Background: an optimization exercise with open tools, aiming at small area. Do not read the settings as production practice.
RTL that was checked went through simulation tests only; none was proved equivalent to the original.
Power figures rest on the tool's default switching activity, not on a simulated workload.

## wip/juniper
==> flow/design.v (excerpt) <==
module bcs (
    input  wire       clk,
    input  wire       rst,           
    input  wire       we,
    input  wire [4:0] addr,
    input  wire [7:0] wdata,
    output reg  [7:0] rdata,
    input  wire       push_valid,
    input  wire [7:0] push_data,
    output wire       push_ready,
    output wire       pop_valid,
    output wire [7:0] pop_data,
    input  wire       pop_ready
);
Size: roughly 370 flip-flops, about 44 I/O pins, roughly 17000 um^2 of cells after synthesis.
export LEC_CHECK = 0
export CAP_MARGIN = 5
export CORE_MARGIN = 2
export CORE_UTILIZATION = 60
export PLACE_DENSITY = 0.75
export SLEW_MARGIN = 5
create_clock -name core_clock -period 6.0 [get_ports {clk}]
standard.sh (not shown) runs the stock make flow with config.mk's settings and CLKGATE_MAP_FILE= SYNTH_SCRIPT=/design/flow/synth_recipe.tcl, a recipe that flattens the netlist after the stock synthesis.
==> flow/flow/run.sh <==
#!/bin/bash
# Layout flow: the standard flow (standard synthesis, floorplan, power
# grid, placement, CTS, routing), with two layout choices passed to the ORFS
# scripts through their environment variables:
#  - port buffers use the smallest buffer cell (buf_1) instead of the
#    default pick (clkdlybuf4s50_1); every port is still buffered;
#  - CTS clusters the registers onto clkbuf_8 leaf buffers and inserts no
#    dummy loads.
set -euo pipefail
export BUFFER_PORTS_ARGS="-buffer_cell sky130_fd_sc_hd__buf_1"
export CTS_ARGS="-sink_clustering_enable -repair_clock_nets -sink_clustering_size 16 -sink_clustering_max_diameter 50 -buf_list sky130_fd_sc_hd__clkbuf_8 -dont_use_dummy_load"
bash standard.sh finish > standard_flow.log 2>&1
> inputs changed (wip/juniper -> wip/tundra)
Settings: SLEW_MARGIN now 10, was 5; CAP_MARGIN now 10, was 5.
==> flow/flow/run.sh <==
#!/bin/bash
# Layout flow: the standard flow (standard synthesis, floorplan, power
# grid, placement, CTS, routing), with two layout choices passed to the ORFS
# scripts through their environment variables:
#  - port buffers use the smallest buffer cell (buf_1) instead of the
#    default pick (clkdlybuf4s50_1); every port is still buffered;
#  - CTS clusters the registers onto clkbuf_16 leaf buffers and inserts no
#    dummy loads.
set -euo pipefail
export BUFFER_PORTS_ARGS="-buffer_cell sky130_fd_sc_hd__buf_1"
export CTS_ARGS="-sink_clustering_enable -repair_clock_nets -sink_clustering_size 30 -sink_clustering_max_diameter 80 -buf_list sky130_fd_sc_hd__clkbuf_16 -dont_use_dummy_load"
bash standard.sh finish > standard_flow.log 2>&1
Final period utilization essentially unchanged between wip/juniper and wip/tundra.
Comparing wip/tundra and wip/juniper, the higher fraction of layout instances using a drive strength above 1 is on wip/juniper.
Global-route usage, wip/tundra and wip/juniper: higher on wip/juniper
wip/tundra against wip/juniper: number of antenna violations at the first check in global routing went up, share of the final layout cell area in sequential cells did not really move.
Power consumption was lower in the run labelled wip/tundra.
Part of the total power dissipated in combinational logic essentially unchanged between wip/tundra and wip/juniper.
Summary of wip/tundra over wip/juniper: per-cell via count in the routed design +0.99%; global-route track usage on met3 -0.79 points.
Modified inputs, wip/delta compared to wip/tundra
Settings: CTS_CLUSTER_DIAMETER now 50, previously not set; CTS_CLUSTER_SIZE now 16, previously not set; CTS_BUF_LIST now sky130_fd_sc_hd__clkbuf_8, previously not set.
==> flow/run.sh (new file) <==
#!/bin/bash
# synth_recipe.tcl (not shown) runs the flow's synth.tcl, then flattens the netlist and writes it again
# the make line also repeats each setting of config.mk as NAME=value (left out here)
make -C /OpenROAD-flow-scripts/flow DESIGN_CONFIG=/design/flow/config.mk WORK_HOME=/design/flow/orfs CLKGATE_MAP_FILE= SYNTH_SCRIPT=/design/flow/synth_recipe.tcl finish
removed: flow/flow/run.sh
removed: flow/standard.sh
wip/delta vs wip/tundra: proportion of cell area occupied by registers down
Of wip/delta and wip/tundra, the run reporting the lower final worst slack was wip/tundra.
Taking wip/tundra as the reference point, the relative contribution of the clock network to total power of wip/delta rises by 5.3 points.
Cmp wip/delta and wip/tundra / final core utilization / higher: wip/delta
What wip/zinc does differently from wip/delta at the input level:
==> flow/flow/run.sh (new file) <==
#!/bin/bash
# Layout flow: the standard flow (standard synthesis, floorplan, power
# grid, placement, CTS, routing), with two layout choices passed to the ORFS
# scripts through their environment variables:
#  - port buffers use the smallest buffer cell (buf_1) instead of the
#    default pick (clkdlybuf4s50_1); every port is still buffered;
#  - CTS clusters the registers onto clkbuf_4 leaf buffers and inserts no
#    dummy loads.
set -euo pipefail
export BUFFER_PORTS_ARGS="-buffer_cell sky130_fd_sc_hd__buf_1"
export CTS_ARGS="-sink_clustering_enable -repair_clock_nets -sink_clustering_size 10 -sink_clustering_max_diameter 40 -buf_list sky130_fd_sc_hd__clkbuf_4 -dont_use_dummy_load"
bash standard.sh finish > standard_flow.log 2>&1
==> flow/standard.sh (new file) <==
#!/bin/bash
# synth_recipe.tcl (not shown) runs the flow's synth.tcl, then flattens the netlist and writes it again
# the make line also repeats each setting of config.mk as NAME=value (left out here)
make -C /OpenROAD-flow-scripts/flow DESIGN_CONFIG=/design/flow/config.mk WORK_HOME=/design/flow/orfs CLKGATE_MAP_FILE= SYNTH_SCRIPT=/design/flow/synth_recipe.tcl "${@:-finish}"
removed: flow/run.sh
## What came out
- Taking wip/delta as the reference, in wip/zinc total routed wirelength rose by 0.33%, fmax went down about 0.4%, number of non-clock buffers in the layout went down 13, overall power of the completed layout went down, signal arrival time at the worst endpoint higher.
- Initial antenna violation count, wip/delta and wip/zinc, higher one = wip/delta.
- Cmp wip/delta and wip/zinc / length of routed met3 wiring / higher: wip/zinc
### wip/zinc -> wip/ember
==> flow/flow/run.sh <==
#!/bin/bash
# Layout flow: the standard flow (standard synthesis, floorplan, power
# grid, placement, CTS, routing), with two layout choices passed to the ORFS
# scripts through their environment variables:
#  - port buffers use the smallest buffer cell (buf_1) instead of the
#    default pick (clkdlybuf4s50_1); every port is still buffered;
#  - CTS clusters the registers onto clkbuf_8 leaf buffers and inserts no
#    dummy loads.
set -euo pipefail
export BUFFER_PORTS_ARGS="-buffer_cell sky130_fd_sc_hd__buf_1"
export CTS_ARGS="-sink_clustering_enable -repair_clock_nets -sink_clustering_size 16 -sink_clustering_max_diameter 50 -buf_list sky130_fd_sc_hd__clkbuf_8 -dont_use_dummy_load"
bash standard.sh finish > standard_flow.log 2>&1
Results
- Every run in the comparison, wip/ember and wip/zinc, completed the flow with a clean layout.
- Relative area change from synthesis to final layout sits higher in wip/ember than in wip/zinc.
- Between wip/zinc and wip/ember, the wire length reported by the detailed router figures differ only marginally.
- wip/ember and wip/zinc ended up with nearly the same post-layout worst setup margin.
- Relative to wip/zinc, total routed wire length on the met1 layer decreased by 0.30% in wip/ember.
- Side by side, worst slew slack as a fraction of its limit turned out higher in wip/ember than in wip/zinc.
- Number of buffers added by the clock tree synthesis step for wip/ember: about 28% down relative to wip/zinc
- wip/ember vs wip/zinc — number of iterations in the first detailed-routing pass rose 2.
No run of this note included a check of the RTL's function; only the layout flow was run.

========
== build 70 ==
bcs, a different RTL version from the one above (not shown whole).
Size in the first run: ~1100 cells after synthesis, ~44 I/O pins.
clock: 6.0 ns
lec_check: 0
cap_margin: 10
core_margin: 2
core_utilization: 70
place_density: 0.85
slew_margin: 10
==> flow/flow/run.sh <==
#!/bin/bash
# Layout flow: the standard flow, with
#  - the standard synthesis unchanged, then its combinational logic mapped
#    again by ABC with an area-oriented script (flow/area.abc); every
#    register instance of the standard synthesis is kept as it is (same
#    name and cell), only the logic between registers and ports is remapped;
#  - port buffers of the smallest buffer cell (buf_1); every port is still
#    buffered;
#  - CTS onto clkbuf_4 leaf buffers without dummy loads.
# Each tool's output goes to its own log file in this folder.
set -euo pipefail
here=$(pwd)
res=$here/orfs/results/$FLOW_PLATFORM/bcs/base
lib=$FLOW_HOME/platforms/sky130hd/lib/sky130_fd_sc_hd__tt_025C_1v80.lib
yosys_bin=$FLOW_HOME/../tools/install/yosys/bin/yosys
[[ -x $yosys_bin ]] || yosys_bin=yosys

export BUFFER_PORTS_ARGS="-buffer_cell sky130_fd_sc_hd__buf_1"
export CTS_ARGS="-sink_clustering_enable -repair_clock_nets -sink_clustering_size 8 -sink_clustering_max_diameter 35 -buf_list sky130_fd_sc_hd__clkbuf_4 -dont_use_dummy_load"

# 1. standard synthesis
bash standard.sh "$res/1_2_yosys.v" > standard_synth.log 2>&1
cp "$res/1_2_yosys.v" "$here/standard_1_2_yosys.v"

# 2. remap the combinational logic; registers stay black boxes
du=""
while read -r c; do [[ -n $c ]] && du="$du -dont_use $c"; done < flow/dont_use.txt
seq_cells=$(grep -oE 'sky130_fd_sc_hd__[a-z0-9_]*(df|dl)[a-z0-9_]*' "$here/standard_1_2_yosys.v" | sort -u | tr '\n' ' ')
cat > resyn.ys <<EOS
read_liberty -ignore_miss_func $lib
setattr -mod -set keep_hierarchy 1 $seq_cells
setattr -mod -set blackbox 1 $seq_cells
read_verilog $here/standard_1_2_yosys.v
hierarchy -top $FLOW_TOP
flatten
hierarchy -top $FLOW_TOP
opt -full
abc -liberty $lib $du -script $here/flow/area.abc
splitnets
opt_clean -purge
hilomap -singleton -hicell sky130_fd_sc_hd__conb_1 HI -locell sky130_fd_sc_hd__conb_1 LO
insbuf -buf sky130_fd_sc_hd__buf_4 A X
stat -liberty $lib
read_liberty -lib -ignore_miss_func -ignore_redef $lib
check -assert
write_verilog -noattr -nohex -nodec $here/resyn_1_2_yosys.v
EOS
"$yosys_bin" -l resyn_yosys.log -q -s resyn.ys > /dev/null 2>&1
cp "$here/resyn_1_2_yosys.v" "$res/1_2_yosys.v"

# 3. the rest of the standard flow on the remapped netlist
bash standard.sh finish > standard_flow.log 2>&1
==> flow/flow/area.abc <==
strash
&get -n
&deepsyn -T 60
&dch -f
&nf -a -R 1000
&put
mfs2
strash
&get -n
&dch -f
&nf -a -R 1000
&put
mfs2
strash
&get -n
&dch -f
&nf -a -R 1000
&put
mfs2
strash
&get -n
&dch -f
&nf -a -R 1000
&put
mfs2
strash
&get -n
&dch -f
&nf -a -R 1000
&put
topo
stime -c
Other scripts of this flow, unchanged in this note and not shown: flow/flow/dont_use.txt
The final layout from build 70, which completed every stage, passed the timing, DRC and antenna checks at the end of the flow.
Input-level comparison between build 34 and build 70:
Settings: a change of PLACE_DENSITY from 0.85 to 0.88; a change of CORE_UTILIZATION from 70 to 73.
-- flow/flow/run.sh --
<<< build 70, line 19
export CTS_ARGS="-sink_clustering_enable -repair_clock_nets -sink_clustering_size 8 -sink_clustering_max_diameter 35 -buf_list sky130_fd_sc_hd__clkbuf_4 -dont_use_dummy_load"
>>> build 34, line 19
export CTS_ARGS="-sink_clustering_enable -repair_clock_nets -sink_clustering_size 9 -sink_clustering_max_diameter 38 -buf_list sky130_fd_sc_hd__clkbuf_4 -dont_use_dummy_load"
-- flow/flow/area.abc --
<<< build 70, line 3
&deepsyn -T 60
>>> build 34, line 3
&deepsyn -T 120
[summary]
- Placement row count went down by a few percent going from build 70 to build 34.
- Of build 70 and build 34, the lower combinational fraction of design power belongs to build 70.
- Delta (build 34 minus build 70): clock period minus worst slack dropped 0.059 ns; final area went down by 0.72%; later-pin clock latency in the skew report essentially unchanged.
- In build 34 the post-route worst setup slack turned out 0.059 ns higher than in build 70.
- Maximum ir drop on the vdd rail, build 70 and build 34: higher on build 34
- In the flow results for build 70 and build 34, the number of antenna violations at the first check in global routing is smaller on build 34.
- Compared with build 70, die area in build 34 decreased by a few percent.
### build 34 -> build 83
Settings: CTS_CLUSTER_DIAMETER now 50, previously not set; PLACE_DENSITY now 0.75, was 0.88; CTS_CLUSTER_SIZE now 16, previously not set; CTS_BUF_LIST now sky130_fd_sc_hd__clkbuf_8, previously not set; CORE_UTILIZATION now 60, was 73.
-- flow/flow/run.sh --
<<< build 34, line 19
export CTS_ARGS="-sink_clustering_enable -repair_clock_nets -sink_clustering_size 9 -sink_clustering_max_diameter 38 -buf_list sky130_fd_sc_hd__clkbuf_4 -dont_use_dummy_load"
>>> build 83, line 19
export CTS_ARGS="-sink_clustering_enable -repair_clock_nets -sink_clustering_size 10 -sink_clustering_max_diameter 40 -buf_list sky130_fd_sc_hd__clkbuf_4 -dont_use_dummy_load"
-- flow/flow/area.abc --
<<< build 34, line 3
&deepsyn -T 120
>>> build 83, line 3
&syn2
### Flow results
- Taking build 34 as the reference, in build 83 routed length on met2 went up 3.3 mm, met1 track utilization from global routing +0.41 points, total routed wirelength moved up.
- From build 34 to build 83 the numbers moved as follows: first-pass GRT wire length higher; floorplan core area moved up.
- Comparing build 34 and build 83, share of total power in combinational logic is higher on build 83.
- Between build 34 and build 83, the difference in clock transition at the registers of the reported paths is negligible.
- Power density of the placed cells essentially unchanged between build 83 and build 34.
- Number of cells on the worst reg-to-reg path in build 83 is 6 lower than in build 34
- The clock buffer count in the final layout number comes out higher for build 83 vs build 34.
What build 17 does differently from build 83 at the input level:
Settings: CTS_CLUSTER_SIZE removed (was 16); CTS_CLUSTER_DIAMETER removed (was 50); CTS_BUF_LIST removed (was sky130_fd_sc_hd__clkbuf_8).
Results
Reported for build 17 and build 83, synthesized cell count turned out identical to the last digit. Reported for build 17 and build 83, post-synth design cell area turned out identical to the last digit. Diff build 17..build 83 | proportion of cell area occupied by registers | unchanged. Per the comparison of build 17 with build 83, largest driver fanout on the critical path comparable, sink count of the clock tree comparable.

-- static timing again, ports no longer ideal --
No port has a modelled driver above. Below, the same layouts with a new extraction and two added sets of constraints.
Step 1 assumes that a clkbuf_16 drives the clock port and a buf_2 every other input.
Step 2, shift: input delay + t, output delay - t, t = (earliest + latest rising clock arrival at the registers) / 2. This alone moves slack from input paths to output paths.
Three values: ideal, step 1, step 2; two values: the first two.
| run | t, ns | setup slack, ns | hold slack, ns | latest minus earliest clock arrival (ns) | worst register clock-pin slew, ns |
|---|---|---|---|---|---|
| wip/juniper | 0.587 | 0.284 / 0.284 / 0.284 | 0.463 / 0.463 / 0.463 | 0.089 / 0.089 | 0.11 / 0.11 |
| wip/tundra | 0.561 | 0.279 / 0.279 / 0.279 | 0.478 / 0.478 / 0.478 | 0.089 / 0.090 | 0.12 / 0.12 |
| wip/delta | 0.627 | 0.309 / 0.309 / 0.309 | 0.471 / 0.471 / 0.471 | 0.066 / 0.065 | 0.11 / 0.11 |
| wip/zinc | 0.729 | 0.285 / 0.285 / 0.285 | 0.457 / 0.457 / 0.457 | 0.101 / 0.101 | 0.11 / 0.11 |
| wip/ember | 0.587 | 0.284 / 0.284 / 0.284 | 0.463 / 0.463 / 0.463 | 0.089 / 0.089 | 0.11 / 0.11 |
| build 70 | 0.759 | 0.554 / 0.554 / 0.554 | 0.448 / 0.448 / 0.448 | 0.115 / 0.115 | 0.11 / 0.11 |
| build 34 | 0.768 | 0.613 / 0.586 / 0.613 | 0.414 / 0.414 / 0.414 | 0.123 / 0.124 | 0.11 / 0.11 |
| build 83 | 0.741 | 0.913 / 0.891 / 0.891 | 0.428 / 0.428 / 0.428 | 0.115 / 0.116 | 0.12 / 0.12 |
| build 17 | 0.741 | 0.913 / 0.891 / 0.891 | 0.428 / 0.428 / 0.428 | 0.115 / 0.116 | 0.12 / 0.12 |
After both steps every run listed still meets setup and hold.
